Source: an optimization exercise on an open RTL-to-GDS flow (aim: a short achievable clock period and few clock cycles). Production flows keep margins and buffers that such runs may drop. At most, simulation tests tie the RTL to the original design; equivalence was not proved.

==> inputs of job 2326 <==
==> flow/design.v <==
module pipe3_core (
    input             clk,
    input             rst,           
    output [9:0]      imem_addr,
    input  [15:0]     imem_rdata,
    output reg        ret_valid,
    output reg [9:0]  ret_pc,
    output reg        ret_rd_we,
    output reg [5:0]  ret_rd,
    output reg [7:0]  ret_rd_val,
    output reg        ret_mem_we,
    output reg [5:0]  ret_mem_addr,
    output reg [7:0]  ret_mem_val,
    output     [4:0]  ret_sreg,      
    output reg        halted,
    output reg        faulted,
    output reg [1:0]  fault_cause,   
    output reg [15:0] fault_pc
);
    localparam [3:0] OP_ADD  = 4'd0,  OP_SUB  = 4'd1,  OP_MUL  = 4'd2,
                     OP_MOVI = 4'd3,  OP_BEQZ = 4'd4,  OP_ANDI = 4'd5,
                     OP_EOR  = 4'd6,  OP_BR   = 4'd7,  OP_SAL  = 4'd8,
                     OP_SAR  = 4'd9,  OP_LDR  = 4'd10, OP_STR  = 4'd11;
    genvar g;
    integer i;
    function [8:0] padd8(input [7:0] x, input [7:0] y, input ci);
        reg [7:0] gg, pp, gn, pn;
        reg [8:0] c;
        integer k, d;
        begin
            gg = x & y;
            pp = x ^ y;
            for (d = 1; d < 8; d = d * 2) begin
                gn = gg;
                pn = pp;
                for (k = d; k < 8; k = k + 1) begin
                    gn[k] = gg[k] | (pp[k] & gg[k-d]);
                    pn[k] = pp[k] & pp[k-d];
                end
                gg = gn;
                pp = pn;
            end
            c[0] = ci;
            for (k = 0; k < 8; k = k + 1)
                c[k+1] = gg[k] | (pp[k] & ci);
            padd8 = {c[8], (x ^ y) ^ c[7:0]};
        end
    endfunction
    reg [7:0]  regs [0:63];
    reg [7:0]  dmem [0:63];
    reg [63:0] rzf;                  
    reg [4:0]  sreg;                 
    reg [15:0] fpc;                  
    reg        i_valid;
    reg [15:0] i_word;
    reg [15:0] i_pc, i_pc1, i_tgt;
    reg        i_pred;               
    reg [7:0]  i_ca [0:3];           
    reg [7:0]  i_cb [0:3];           
    reg [3:0]  i_cz;                 
    reg [7:0]  i_cm [0:3];           
    reg        x_valid;
    reg        x_add, x_sub, x_mul, x_movi, x_andi, x_eor, x_sal, x_sar,
               x_ldr, x_str;
    reg        x_wr;                 
    reg [5:0]  x_rd;
    reg [5:0]  x_f;
    reg [7:0]  x_a, x_b;
    reg [7:0]  x_ma, x_mb;           
    reg [7:0]  x_ld;                 
    reg [9:0]  x_pc;
    reg        y_valid;
    reg        y_wr;                 
    reg [5:0]  y_rd;
    reg [7:0]  y_res;                
    reg        y_mul;
    reg [7:0]  y_ms, y_mc;           
    reg [9:0]  y_pc;
    reg        y_str;
    reg [5:0]  y_maddr;
    reg [7:0]  y_mval;
    reg        y_add, y_sub, y_nz;   
    reg        y_a7, y_b7;
    reg        c_we;
    reg [5:0]  c_rd;
    reg [7:0]  c_val;
    reg        c_z;
    reg        m_we;
    reg [5:0]  m_addr;
    reg [7:0]  m_val;
    reg        p_halt, p_fault;
    reg [1:0]  p_cause;
    reg [15:0] p_pc;
    wire running = !p_halt && !p_fault;
    assign ret_sreg  = sreg;
    assign imem_addr = fpc[9:0];
    wire [8:0] w_msum = padd8(y_ms, y_mc, 1'b0);
    wire [7:0] w_val  = y_mul ? w_msum[7:0] : y_res;
    wire       w_mz   = ((y_ms ^ y_mc) == {y_ms[6:0] | y_mc[6:0], 1'b0});
    wire       w_zero = y_mul ? w_mz : (y_res == 8'd0);
    wire [3:0] f_op   = imem_rdata[15:12];
    wire [5:0] f_r1   = imem_rdata[11:6];
    wire [5:0] f_f    = imem_rdata[5:0];
    wire       f_pred = (f_op == OP_BEQZ) && f_f[5];
    wire [15:0] f_pc1   = fpc + 16'd1;
    wire [9:0]  f_hi_p1 = f_pc1[15:6] + 10'd1;
    wire [9:0]  f_hi_m1 = f_pc1[15:6] - 10'd1;
    wire [8:0]  f_lo9   = padd8({2'b00, f_pc1[5:0]}, {2'b00, f_f}, 1'b0);
    wire [6:0]  f_lo    = f_lo9[6:0];
    wire        f_hsp   = f_lo[6] && !f_f[5];
    wire        f_hsm   = !f_lo[6] && f_f[5];
    wire        f_hs0   = (f_lo[6] == f_f[5]);
    wire [9:0]  f_hi    = ({10{f_hsp}} & f_hi_p1) | ({10{f_hsm}} & f_hi_m1) |
                          ({10{f_hs0}} & f_pc1[15:6]);
    wire [15:0] f_tgt   = {f_hi, f_lo[5:0]};
    wire [7:0] f_ca [0:3];
    wire [7:0] f_cb [0:3];
    wire [3:0] f_cz;
    wire [7:0] f_cm [0:3];
    generate
        for (g = 0; g < 4; g = g + 1) begin : g_cand
            assign f_ca[g] = regs[{g[1:0], f_r1[3:0]}];
            assign f_cb[g] = regs[{g[1:0], f_f[3:0]}];
            assign f_cz[g] = rzf[{g[1:0], f_r1[3:0]}];
            assign f_cm[g] = dmem[{g[1:0], f_f[3:0]}];
        end
    endgenerate
    wire [3:0] d_op = i_word[15:12];
    wire [5:0] d_r1 = i_word[11:6];
    wire [5:0] d_f  = i_word[5:0];
    wire wa = y_wr && (y_rd == d_r1);
    wire wb = y_wr && (y_rd == d_f);
    wire ca = c_we && (c_rd == d_r1);
    wire cb = c_we && (c_rd == d_f);
    wire [7:0] d_a  = wa ? w_val  : ca ? c_val : i_ca[d_r1[5:4]];
    wire [7:0] d_b  = wb ? w_val  : cb ? c_val : i_cb[d_f[5:4]];
    wire       d_az = wa ? w_zero : ca ? c_z   : i_cz[d_r1[5:4]];
    wire [7:0] d_m  = (m_we && m_addr == d_f) ? m_val : i_cm[d_f[5:4]];
    wire d_oob      = (i_pc[15:10] != 6'd0);
    wire d_sentinel = (i_word == 16'hFFFF);
    wire d_unknown  = (d_op[3:2] == 2'b11);
    wire d_ok       = running && i_valid;
    wire d_exec     = d_ok && !d_oob && !d_unknown;
    wire d_wr       = (d_op != OP_BEQZ) && (d_op != OP_BR) && (d_op != OP_STR);
    wire d_rd_r2    = (d_op == OP_ADD) || (d_op == OP_SUB) || (d_op == OP_MUL) ||
                      (d_op == OP_EOR);
    wire d_rd_r1    = d_rd_r2 || (d_op == OP_ANDI) || (d_op == OP_SAL) ||
                      (d_op == OP_SAR) || (d_op == OP_STR);
    wire x_fwd = x_valid && x_wr;
    wire d_fa  = x_fwd && (x_rd == d_r1);
    wire d_fb  = x_fwd && (x_rd == d_f);
    wire d_fm  = x_valid && x_str && (x_f == d_f);
    wire d_replay = d_exec && x_valid && x_mul &&
                    ((d_rd_r1 && x_rd == d_r1) || (d_rd_r2 && x_rd == d_f));
    wire d_issue  = d_exec && !d_replay;
    wire d_beqz = d_issue && (d_op == OP_BEQZ);
    wire d_br   = d_issue && (d_op == OP_BR);
    wire d_miss = d_beqz && (d_az != i_pred) && (d_f != 6'd0);
    wire [7:0] a = x_a;
    wire [7:0] b = x_b;
    wire [7:0] imm_s = {{2{x_f[5]}}, x_f};
    wire [7:0] pp [0:7];
    generate
        for (g = 0; g < 8; g = g + 1) begin : g_pp
            assign pp[g] = (x_ma & {8{x_mb[g]}}) << g;
        end
    endgenerate
    function [15:0] csa(input [7:0] x, input [7:0] y, input [7:0] z);
        csa = {(((x & y) | (x & z) | (y & z)) << 1), x ^ y ^ z};
    endfunction
    wire [15:0] c1a = csa(pp[0], pp[1], pp[2]);
    wire [15:0] c1b = csa(pp[3], pp[4], pp[5]);
    wire [15:0] c2a = csa(c1a[7:0], c1a[15:8], c1b[7:0]);
    wire [15:0] c2b = csa(c1b[15:8], pp[6], pp[7]);
    wire [15:0] c3  = csa(c2a[7:0], c2a[15:8], c2b[7:0]);
    wire [15:0] c4  = csa(c3[7:0], c3[15:8], c2b[15:8]);
    wire [8:0]  as_sum   = padd8(a, x_sub ? ~b : b, x_sub);
    wire [7:0]  add_sum  = as_sum[7:0];
    wire [7:0]  sub_diff = as_sum[7:0];
    wire [7:0]  sal_res  = (x_f[5:3] != 3'd0) ? 8'd0 : (a << x_f[2:0]);
    wire signed [7:0] a_signed  = a;
    wire        [7:0] sar_small = a_signed >>> x_f[2:0];
    wire [7:0]  sar_res  = (x_f[5:3] != 3'd0) ? {8{a[7]}} : sar_small;
    wire [7:0] e_res = ({8{x_add}}  & add_sum)   |
                       ({8{x_sub}}  & sub_diff)  |
                       ({8{x_movi}} & imm_s)     |
                       ({8{x_andi}} & a & imm_s) |
                       ({8{x_eor}}  & (a ^ b))   |
                       ({8{x_sal}}  & sal_res)   |
                       ({8{x_sar}}  & sar_res)   |
                       ({8{x_ldr}}  & x_ld)      |
                       ({8{x_str}}  & a);
    wire r_n   = w_val[7];
    wire add_c = (y_a7 & y_b7) | ((y_a7 ^ y_b7) & ~r_n);
    wire add_v = (y_a7 == y_b7) && (r_n != y_a7);
    wire sub_v = (y_a7 != y_b7) && (r_n != y_a7);
    reg [4:0] r_sreg;
    always @(*) begin
        r_sreg = sreg;
        if (y_add)
            r_sreg = {w_zero, r_n ^ add_v, r_n, add_v, add_c};
        else if (y_sub)
            r_sreg = {w_zero, r_n ^ sub_v, r_n, sub_v, sreg[0]};
        else if (y_mul)
            r_sreg = {w_zero, r_n ^ sreg[1], r_n, sreg[1:0]};
        else if (y_nz)
            r_sreg = {w_zero, sreg[3], r_n, sreg[1:0]};
    end
    always @(posedge clk) begin
        if (rst) begin
            fpc       <= 16'd0;
            i_valid   <= 1'b0;
            sreg      <= 5'd0;
            x_valid   <= 1'b0;
            y_valid   <= 1'b0;
            y_wr      <= 1'b0;
            c_we      <= 1'b0;
            m_we      <= 1'b0;
            p_halt    <= 1'b0;
            p_fault   <= 1'b0;
            halted    <= 1'b0;
            faulted   <= 1'b0;
            ret_valid <= 1'b0;
        end else begin
            ret_valid <= y_valid;
            if (y_valid)
                sreg <= r_sreg;
            halted  <= p_halt;
            faulted <= p_fault;
            c_we    <= y_wr;
            y_valid <= x_valid;
            y_wr    <= x_valid && x_wr;
            m_we    <= x_valid && x_str;
            x_valid <= d_issue;
            if (d_replay) begin
                fpc     <= i_pc;
                i_valid <= 1'b0;
            end else if (d_br) begin
                fpc     <= {d_a, d_b};
                i_valid <= 1'b0;
            end else if (d_miss) begin
                fpc     <= d_az ? i_tgt : i_pc1;
                i_valid <= 1'b0;
            end else begin
                fpc     <= f_pred ? f_tgt : f_pc1;
                i_valid <= 1'b1;
            end
            if (d_ok) begin
                if (d_oob || (d_unknown && !d_sentinel))
                    p_fault <= 1'b1;
                if (!d_oob && d_sentinel)
                    p_halt  <= 1'b1;
            end
        end
    end
    always @(posedge clk) begin
        if (y_valid) begin
            ret_pc       <= y_pc;
            ret_rd_we    <= y_wr;
            ret_rd       <= y_wr ? y_rd : 6'd0;
            ret_rd_val   <= y_wr ? w_val : 8'd0;
            ret_mem_we   <= y_str;
            ret_mem_addr <= y_str ? y_maddr : 6'd0;
            ret_mem_val  <= y_str ? y_mval : 8'd0;
        end
        fault_cause <= p_cause;
        fault_pc    <= p_pc;
        c_rd  <= y_rd;
        c_val <= w_val;
        c_z   <= w_zero;
        y_rd    <= x_rd;
        y_res   <= e_res;
        y_mul   <= x_mul;
        y_ms    <= c4[7:0];
        y_mc    <= c4[15:8];
        y_pc    <= x_pc;
        y_str   <= x_str;
        y_maddr <= x_f;
        y_mval  <= a;
        y_add   <= x_add;
        y_sub   <= x_sub;
        y_nz    <= x_andi || x_eor || x_sal || x_sar;
        y_a7    <= a[7];
        y_b7    <= b[7];
        m_addr  <= x_f;
        m_val   <= a;
        x_add   <= (d_op == OP_ADD);
        x_sub   <= (d_op == OP_SUB);
        x_mul   <= (d_op == OP_MUL);
        x_movi  <= (d_op == OP_MOVI);
        x_andi  <= (d_op == OP_ANDI);
        x_eor   <= (d_op == OP_EOR);
        x_sal   <= (d_op == OP_SAL);
        x_sar   <= (d_op == OP_SAR);
        x_ldr   <= (d_op == OP_LDR);
        x_str   <= (d_op == OP_STR);
        x_wr    <= d_wr;
        x_rd    <= d_r1;
        x_f     <= d_f;
        x_a     <= d_fa ? e_res : d_a;
        x_b     <= d_fb ? e_res : d_b;
        if (d_op == OP_MUL) begin
            x_ma <= d_fa ? e_res : d_a;
            x_mb <= d_fb ? e_res : d_b;
        end
        x_ld    <= d_fm ? a : d_m;
        x_pc    <= i_pc[9:0];
        i_word <= imem_rdata;
        i_pc   <= fpc;
        i_pc1  <= f_pc1;
        i_tgt  <= f_tgt;
        i_pred <= f_pred;
        for (i = 0; i < 4; i = i + 1) begin
            i_ca[i] <= f_ca[i];
            i_cb[i] <= f_cb[i];
            i_cm[i] <= f_cm[i];
        end
        i_cz <= f_cz;
        if (d_ok) begin
            p_cause <= d_oob ? 2'd1 : 2'd2;
            p_pc    <= i_pc;
        end
    end
    generate
        for (g = 0; g < 64; g = g + 1) begin : g_mem
            always @(posedge clk) begin
                if (rst) begin
                    regs[g] <= 8'd0;
                    rzf[g]  <= 1'b1;
                    dmem[g] <= 8'd0;
                end else begin
                    if (y_wr && y_rd == g) begin
                        regs[g] <= w_val;
                        rzf[g]  <= w_zero;
                    end
                    if (x_valid && x_str && x_f == g)
                        dmem[g] <= a;
                end
            end
        end
    endgenerate
endmodule
==> flow/run.sh <==
#!/bin/bash
# synth_recipe.tcl (not shown) runs the flow's synth.tcl, then flattens the netlist and writes it again
# the make line also repeats each setting of config.mk as NAME=value (left out here)
make -C /OpenROAD-flow-scripts/flow DESIGN_CONFIG=/design/flow/config.mk WORK_HOME=/design/flow/orfs CLKGATE_MAP_FILE= SYNTH_SCRIPT=/design/flow/synth_recipe.tcl finish
==> flow/config.mk <==
export PLATFORM = sky130hd
export DESIGN_NAME = pipe3_core
export DESIGN_NICKNAME = pipe3_core
export VERILOG_FILES = /design/flow/design.v
export SDC_FILE = /design/flow/constraint.sdc
export NUM_CORES = 4
export LEC_CHECK = 0
export CAP_MARGIN = 20
export CORE_MARGIN = 2
export CORE_UTILIZATION = 40
export PLACE_DENSITY = 0.6
export SETUP_SLACK_MARGIN = 5.0
export SLEW_MARGIN = 20
==> flow/constraint.sdc <==
create_clock -name core_clock -period 8.0 [get_ports {clk}]
set_input_delay 1.6000 -clock core_clock [delete_from_list [all_inputs] [get_ports {clk}]]
set_output_delay 1.6000 -clock core_clock [all_outputs]
set_load 0.01 [all_outputs]
==> job 9186 (differences from job 2326) <==
--- a/flow/design.v
+++ b/flow/design.v
@@ -23,32 +23,8 @@
                      OP_SAR  = 4'd9,  OP_LDR  = 4'd10, OP_STR  = 4'd11;
     genvar g;
     integer i;
-    function [8:0] padd8(input [7:0] x, input [7:0] y, input ci);
-        reg [7:0] gg, pp, gn, pn;
-        reg [8:0] c;
-        integer k, d;
-        begin
-            gg = x & y;
-            pp = x ^ y;
-            for (d = 1; d < 8; d = d * 2) begin
-                gn = gg;
-                pn = pp;
-                for (k = d; k < 8; k = k + 1) begin
-                    gn[k] = gg[k] | (pp[k] & gg[k-d]);
-                    pn[k] = pp[k] & pp[k-d];
-                end
-                gg = gn;
-                pp = pn;
-            end
-            c[0] = ci;
-            for (k = 0; k < 8; k = k + 1)
-                c[k+1] = gg[k] | (pp[k] & ci);
-            padd8 = {c[8], (x ^ y) ^ c[7:0]};
-        end
-    endfunction
     reg [7:0]  regs [0:63];
     reg [7:0]  dmem [0:63];
-    reg [63:0] rzf;                  
     reg [4:0]  sreg;                 
     reg [15:0] fpc;                  
     reg        i_valid;
@@ -66,7 +42,6 @@
     reg [5:0]  x_rd;
     reg [5:0]  x_f;
     reg [7:0]  x_a, x_b;
-    reg [7:0]  x_ma, x_mb;           
     reg [7:0]  x_ld;                 
     reg [9:0]  x_pc;
     reg        y_valid;
@@ -94,8 +69,7 @@
     wire running = !p_halt && !p_fault;
     assign ret_sreg  = sreg;
     assign imem_addr = fpc[9:0];
-    wire [8:0] w_msum = padd8(y_ms, y_mc, 1'b0);
-    wire [7:0] w_val  = y_mul ? w_msum[7:0] : y_res;
+    wire [7:0] w_val  = y_mul ? (y_ms + y_mc) : y_res;
     wire       w_mz   = ((y_ms ^ y_mc) == {y_ms[6:0] | y_mc[6:0], 1'b0});
     wire       w_zero = y_mul ? w_mz : (y_res == 8'd0);
     wire [3:0] f_op   = imem_rdata[15:12];
@@ -105,13 +79,9 @@
     wire [15:0] f_pc1   = fpc + 16'd1;
     wire [9:0]  f_hi_p1 = f_pc1[15:6] + 10'd1;
     wire [9:0]  f_hi_m1 = f_pc1[15:6] - 10'd1;
-    wire [8:0]  f_lo9   = padd8({2'b00, f_pc1[5:0]}, {2'b00, f_f}, 1'b0);
-    wire [6:0]  f_lo    = f_lo9[6:0];
-    wire        f_hsp   = f_lo[6] && !f_f[5];
-    wire        f_hsm   = !f_lo[6] && f_f[5];
-    wire        f_hs0   = (f_lo[6] == f_f[5]);
-    wire [9:0]  f_hi    = ({10{f_hsp}} & f_hi_p1) | ({10{f_hsm}} & f_hi_m1) |
-                          ({10{f_hs0}} & f_pc1[15:6]);
+    wire [6:0]  f_lo    = {1'b0, f_pc1[5:0]} + {1'b0, f_f};
+    wire [9:0]  f_hi    = (f_lo[6] && !f_f[5]) ? f_hi_p1 :
+                          (!f_lo[6] && f_f[5]) ? f_hi_m1 : f_pc1[15:6];
     wire [15:0] f_tgt   = {f_hi, f_lo[5:0]};
     wire [7:0] f_ca [0:3];
     wire [7:0] f_cb [0:3];
@@ -121,7 +91,7 @@
         for (g = 0; g < 4; g = g + 1) begin : g_cand
             assign f_ca[g] = regs[{g[1:0], f_r1[3:0]}];
             assign f_cb[g] = regs[{g[1:0], f_f[3:0]}];
-            assign f_cz[g] = rzf[{g[1:0], f_r1[3:0]}];
+            assign f_cz[g] = (regs[{g[1:0], f_r1[3:0]}] == 8'd0);
             assign f_cm[g] = dmem[{g[1:0], f_f[3:0]}];
         end
     endgenerate
@@ -162,7 +132,7 @@
     wire [7:0] pp [0:7];
     generate
         for (g = 0; g < 8; g = g + 1) begin : g_pp
-            assign pp[g] = (x_ma & {8{x_mb[g]}}) << g;
+            assign pp[g] = (a & {8{b[g]}}) << g;
         end
     endgenerate
     function [15:0] csa(input [7:0] x, input [7:0] y, input [7:0] z);
@@ -174,9 +144,8 @@
     wire [15:0] c2b = csa(c1b[15:8], pp[6], pp[7]);
     wire [15:0] c3  = csa(c2a[7:0], c2a[15:8], c2b[7:0]);
     wire [15:0] c4  = csa(c3[7:0], c3[15:8], c2b[15:8]);
-    wire [8:0]  as_sum   = padd8(a, x_sub ? ~b : b, x_sub);
-    wire [7:0]  add_sum  = as_sum[7:0];
-    wire [7:0]  sub_diff = as_sum[7:0];
+    wire [7:0]  add_sum  = a + b;
+    wire [7:0]  sub_diff = a - b;
     wire [7:0]  sal_res  = (x_f[5:3] != 3'd0) ? 8'd0 : (a << x_f[2:0]);
     wire signed [7:0] a_signed  = a;
     wire        [7:0] sar_small = a_signed >>> x_f[2:0];
@@ -299,10 +268,6 @@
         x_f     <= d_f;
         x_a     <= d_fa ? e_res : d_a;
         x_b     <= d_fb ? e_res : d_b;
-        if (d_op == OP_MUL) begin
-            x_ma <= d_fa ? e_res : d_a;
-            x_mb <= d_fb ? e_res : d_b;
-        end
         x_ld    <= d_fm ? a : d_m;
         x_pc    <= i_pc[9:0];
         i_word <= imem_rdata;
@@ -326,13 +291,10 @@
             always @(posedge clk) begin
                 if (rst) begin
                     regs[g] <= 8'd0;
-                    rzf[g]  <= 1'b1;
                     dmem[g] <= 8'd0;
                 end else begin
-                    if (y_wr && y_rd == g) begin
+                    if (y_wr && y_rd == g)
                         regs[g] <= w_val;
-                        rzf[g]  <= w_zero;
-                    end
                     if (x_valid && x_str && x_f == g)
                         dmem[g] <= a;
                 end
- ABC_CLOCK_PERIOD_IN_PS: not set -> 3000
- SETUP_SLACK_MARGIN: 5.0 -> 4.5
==> job 9738 (differences from job 2326) <==
--- a/flow/design.v
+++ b/flow/design.v
@@ -24,25 +24,25 @@
     genvar g;
     integer i;
     function [8:0] padd8(input [7:0] x, input [7:0] y, input ci);
-        reg [7:0] gg, pp, gn, pn;
+        reg [7:0] gg, tt;
         reg [8:0] c;
-        integer k, d;
+        reg       term;
+        integer k, j, m;
         begin
             gg = x & y;
-            pp = x ^ y;
-            for (d = 1; d < 8; d = d * 2) begin
-                gn = gg;
-                pn = pp;
-                for (k = d; k < 8; k = k + 1) begin
-                    gn[k] = gg[k] | (pp[k] & gg[k-d]);
-                    pn[k] = pp[k] & pp[k-d];
+            tt = x | y;
+            for (k = 0; k <= 8; k = k + 1) begin
+                term = ci;
+                for (m = 0; m < k; m = m + 1)
+                    term = term & tt[m];
+                c[k] = term;
+                for (j = 0; j < k; j = j + 1) begin
+                    term = gg[j];
+                    for (m = j + 1; m < k; m = m + 1)
+                        term = term & tt[m];
+                    c[k] = c[k] | term;
                 end
-                gg = gn;
-                pp = pn;
             end
-            c[0] = ci;
-            for (k = 0; k < 8; k = k + 1)
-                c[k+1] = gg[k] | (pp[k] & ci);
             padd8 = {c[8], (x ^ y) ^ c[7:0]};
         end
     endfunction
@@ -85,9 +85,9 @@
     reg [5:0]  c_rd;
     reg [7:0]  c_val;
     reg        c_z;
-    reg        m_we;
-    reg [5:0]  m_addr;
-    reg [7:0]  m_val;
+    reg        m_we, m2_we;
+    reg [5:0]  m_addr, m2_addr;
+    reg [7:0]  m_val, m2_val;
     reg        p_halt, p_fault;
     reg [1:0]  p_cause;
     reg [15:0] p_pc;
@@ -101,18 +101,22 @@
     wire [3:0] f_op   = imem_rdata[15:12];
     wire [5:0] f_r1   = imem_rdata[11:6];
     wire [5:0] f_f    = imem_rdata[5:0];
-    wire       f_pred = (f_op == OP_BEQZ) && f_f[5];
-    wire [15:0] f_pc1   = fpc + 16'd1;
-    wire [9:0]  f_hi_p1 = f_pc1[15:6] + 10'd1;
-    wire [9:0]  f_hi_m1 = f_pc1[15:6] - 10'd1;
-    wire [8:0]  f_lo9   = padd8({2'b00, f_pc1[5:0]}, {2'b00, f_f}, 1'b0);
-    wire [6:0]  f_lo    = f_lo9[6:0];
-    wire        f_hsp   = f_lo[6] && !f_f[5];
-    wire        f_hsm   = !f_lo[6] && f_f[5];
-    wire        f_hs0   = (f_lo[6] == f_f[5]);
+    wire       f_pred;               
+    wire [15:0] f_pc1;
+    wire [9:0]  f_hi_p1, f_hi_m1n;
+    wire [5:0]  f_lo;
+    wire        f_c6;
+    p3_inc #(.W(16), .L(4)) u_pc1   (.x(fpc),          .s(f_pc1));
+    p3_inc #(.W(10), .L(4)) u_hi_p1 (.x(fpc[15:6]),    .s(f_hi_p1));
+    p3_inc #(.W(10), .L(4)) u_hi_m1 (.x(~fpc[15:6]),   .s(f_hi_m1n));
+    p3_add6c1        u_lo    (.x(fpc[5:0]), .y(f_f), .s(f_lo), .co(f_c6));
+    wire [9:0]  f_hi_m1 = ~f_hi_m1n;
+    wire        f_hsp   = f_c6 && !f_f[5];
+    wire        f_hsm   = !f_c6 && f_f[5];
+    wire        f_hs0   = (f_c6 == f_f[5]);
     wire [9:0]  f_hi    = ({10{f_hsp}} & f_hi_p1) | ({10{f_hsm}} & f_hi_m1) |
-                          ({10{f_hs0}} & f_pc1[15:6]);
-    wire [15:0] f_tgt   = {f_hi, f_lo[5:0]};
+                          ({10{f_hs0}} & fpc[15:6]);
+    wire [15:0] f_tgt   = {f_hi, f_lo};
     wire [7:0] f_ca [0:3];
     wire [7:0] f_cb [0:3];
     wire [3:0] f_cz;
@@ -125,6 +129,7 @@
             assign f_cm[g] = dmem[{g[1:0], f_f[3:0]}];
         end
     endgenerate
+    assign f_pred = (f_op == OP_BEQZ) && f_cz[f_r1[5:4]];
     wire [3:0] d_op = i_word[15:12];
     wire [5:0] d_r1 = i_word[11:6];
     wire [5:0] d_f  = i_word[5:0];
@@ -135,7 +140,8 @@
     wire [7:0] d_a  = wa ? w_val  : ca ? c_val : i_ca[d_r1[5:4]];
     wire [7:0] d_b  = wb ? w_val  : cb ? c_val : i_cb[d_f[5:4]];
     wire       d_az = wa ? w_zero : ca ? c_z   : i_cz[d_r1[5:4]];
-    wire [7:0] d_m  = (m_we && m_addr == d_f) ? m_val : i_cm[d_f[5:4]];
+    wire [7:0] d_m  = (m_we  && m_addr  == d_f) ? m_val  :
+                      (m2_we && m2_addr == d_f) ? m2_val : i_cm[d_f[5:4]];
     wire d_oob      = (i_pc[15:10] != 6'd0);
     wire d_sentinel = (i_word == 16'hFFFF);
     wire d_unknown  = (d_op[3:2] == 2'b11);
@@ -216,6 +222,7 @@
             y_wr      <= 1'b0;
             c_we      <= 1'b0;
             m_we      <= 1'b0;
+            m2_we     <= 1'b0;
             p_halt    <= 1'b0;
             p_fault   <= 1'b0;
             halted    <= 1'b0;
@@ -231,6 +238,7 @@
             y_valid <= x_valid;
             y_wr    <= x_valid && x_wr;
             m_we    <= x_valid && x_str;
+            m2_we   <= m_we;
             x_valid <= d_issue;
             if (d_replay) begin
                 fpc     <= i_pc;
@@ -284,6 +292,8 @@
         y_b7    <= b[7];
         m_addr  <= x_f;
         m_val   <= a;
+        m2_addr <= m_addr;
+        m2_val  <= m_val;
         x_add   <= (d_op == OP_ADD);
         x_sub   <= (d_op == OP_SUB);
         x_mul   <= (d_op == OP_MUL);
@@ -333,10 +343,78 @@
                         regs[g] <= w_val;
                         rzf[g]  <= w_zero;
                     end
-                    if (x_valid && x_str && x_f == g)
-                        dmem[g] <= a;
+                    if (m_we && m_addr == g)
+                        dmem[g] <= m_val;
                 end
             end
         end
     endgenerate
 endmodule
+module p3_gtx (input x, input y, output g, output t, output h);
+    assign g = x & y;
+    assign t = x | y;
+    assign h = x ^ y;
+endmodule
+module p3_pfx (input g1, input t1, input g0, input t0, output g, output t);
+    assign g = g1 | (t1 & g0);
+    assign t = t1 & t0;
+endmodule
+module p3_and2 (input a, input b, output y);
+    assign y = a & b;
+endmodule
+module p3_xor2 (input a, input b, output y);
+    assign y = a ^ b;
+endmodule
+module p3_inc #(parameter W = 16, parameter L = 4)  
+               (input [W-1:0] x, output [W-1:0] s);
+    wire [W-1:0] p [0:L];
+    assign p[0] = x;
+    genvar l, i;
+    generate
+        for (l = 0; l < L; l = l + 1) begin : g_l
+            for (i = 0; i < W; i = i + 1) begin : g_i
+                if (i >= (1 << l)) begin : g_c
+                    p3_and2 u (.a(p[l][i]), .b(p[l][i - (1 << l)]), .y(p[l+1][i]));
+                end else begin : g_p
+                    assign p[l+1][i] = p[l][i];
+                end
+            end
+        end
+        assign s[0] = ~x[0];
+        for (i = 1; i < W; i = i + 1) begin : g_s
+            p3_xor2 u (.a(x[i]), .b(p[L][i-1]), .y(s[i]));
+        end
+    endgenerate
+endmodule
+module p3_add6c1 (input [5:0] x, input [5:0] y, output [5:0] s, output co);
+    wire [5:0] g0, t0, h;
+    wire [5:0] g [0:3];
+    wire [5:0] t [0:3];
+    genvar i, l;
+    generate
+        for (i = 0; i < 6; i = i + 1) begin : g_b
+            p3_gtx u (.x(x[i]), .y(y[i]), .g(g0[i]), .t(t0[i]), .h(h[i]));
+        end
+    endgenerate
+    assign g[0] = {g0[5:1], t0[0]};
+    assign t[0] = t0;
+    generate
+        for (l = 0; l < 3; l = l + 1) begin : g_l
+            for (i = 0; i < 6; i = i + 1) begin : g_i
+                if (i >= (1 << l)) begin : g_c
+                    p3_pfx u (.g1(g[l][i]), .t1(t[l][i]),
+                              .g0(g[l][i - (1 << l)]), .t0(t[l][i - (1 << l)]),
+                              .g(g[l+1][i]), .t(t[l+1][i]));
+                end else begin : g_p
+                    assign g[l+1][i] = g[l][i];
+                    assign t[l+1][i] = t[l][i];
+                end
+            end
+        end
+        assign s[0] = ~h[0];
+        for (i = 1; i < 6; i = i + 1) begin : g_s
+            p3_xor2 u (.a(h[i]), .b(g[3][i-1]), .y(s[i]));
+        end
+    endgenerate
+    assign co = g[3][5];
+endmodule
- SYNTH_HIERARCHICAL: not set -> 1
==> qor summary <==
|  | job 9738 | job 2326 | job 9186 |
|---|---|---|---|
| Post-synth design cell area | 64000 um2 | 63400 um2 | 60500 um2 |
| Arrival @ worst endpoint | 4.00 ns | 4.03 ns | 4.26 ns |
| Number of cells upsized or downsized after cts | 400 | 433 | 81 |
| Placed cells | 8778 | 8789 | 8341 |
| HP Start | x_pc[8] | x_pc[1] | x_pc[8] |
| Met2 wire length | 107000 um | 113000 um | 104000 um |
| Fraction of layout instances using a drive strength above 1 | 11.7% | 12.7% | 9.95% |
| Number of antenna violations at the first check in global routing | 7 | 7 | 4 |
| Chip Height | 404 um | 402 um | 393 um |
| Via/cell ratio | 6.28 | 6.35 | 6.34 |
| Count of synthesis-stage warnings from yosys | 15 | 6 | 6 |
| Run status | no timing/DRC/antenna violations | no timing/DRC/antenna violations | no timing/DRC/antenna violations |
| M3 GR Usage | 7.79% | 7.24% | 8.35% |
| Number of DRC markers in iteration 0 | 8683 | 9586 | 8336 |
| Top cell category | flip-flops and latches | multi-input gates | multi-input gates |
| Most common cell in the synthesized netlist | - | sky130_fd_sc_hd__dfxtp_1 | sky130_fd_sc_hd__dfxtp_1 |
| Final-layout non-clock buffer area share | 4.37% | 4.59% | 3.97% |
| Finished layout cell area | 73300 um2 | 73200 um2 | 68600 um2 |
| Starting density of the core | 40.3% | 40.2% | 40.4% |
Testbench counts of job 9186, summed over its fixed seeds: cycles 183,500.
Testbench counts of job 9738, summed over its fixed seeds: cycles 176,977.
For job 2326, only the layout was checked, not whether the RTL still works.

-- what the ideal ports hide --
In the flow no input, the clock included, has a driving cell. The finished layouts below were timed again as built, in two steps.
Step 1 assumes that a clkbuf_16 drives the clock port and a buf_2 every other input.
Step 2 also shifts input and output timing later by t, the mid clock arrival at the registers, as if the neighbouring blocks saw the same clock.
Three values: ideal ports, drivers, drivers and shift; two values: the first two.
| run | t, ns | slack for setup (ns) | hold slack, ns | worst setup path at the end | cell pins on the clock port's net |
|---|---|---|---|---|---|
| job 2326 | 0.879 | 4.620 / 4.641 / 3.762 | 0.326 / 0.326 / 0.326 | input to register | 1 |
| job 9186 | 0.877 | 4.440 / 4.414 / 3.536 | 0.325 / 0.325 / 0.325 | input to register | 1 |
| job 9738 | 0.867 | 4.701 / 4.629 / 3.762 | 0.325 / 0.325 / 0.325 | input to register | 1 |
After both steps every run listed still meets setup and hold. For job 9738, which loses most, drivers alone change the setup slack by -0.072 ns; drivers and shift together by -0.939 ns.
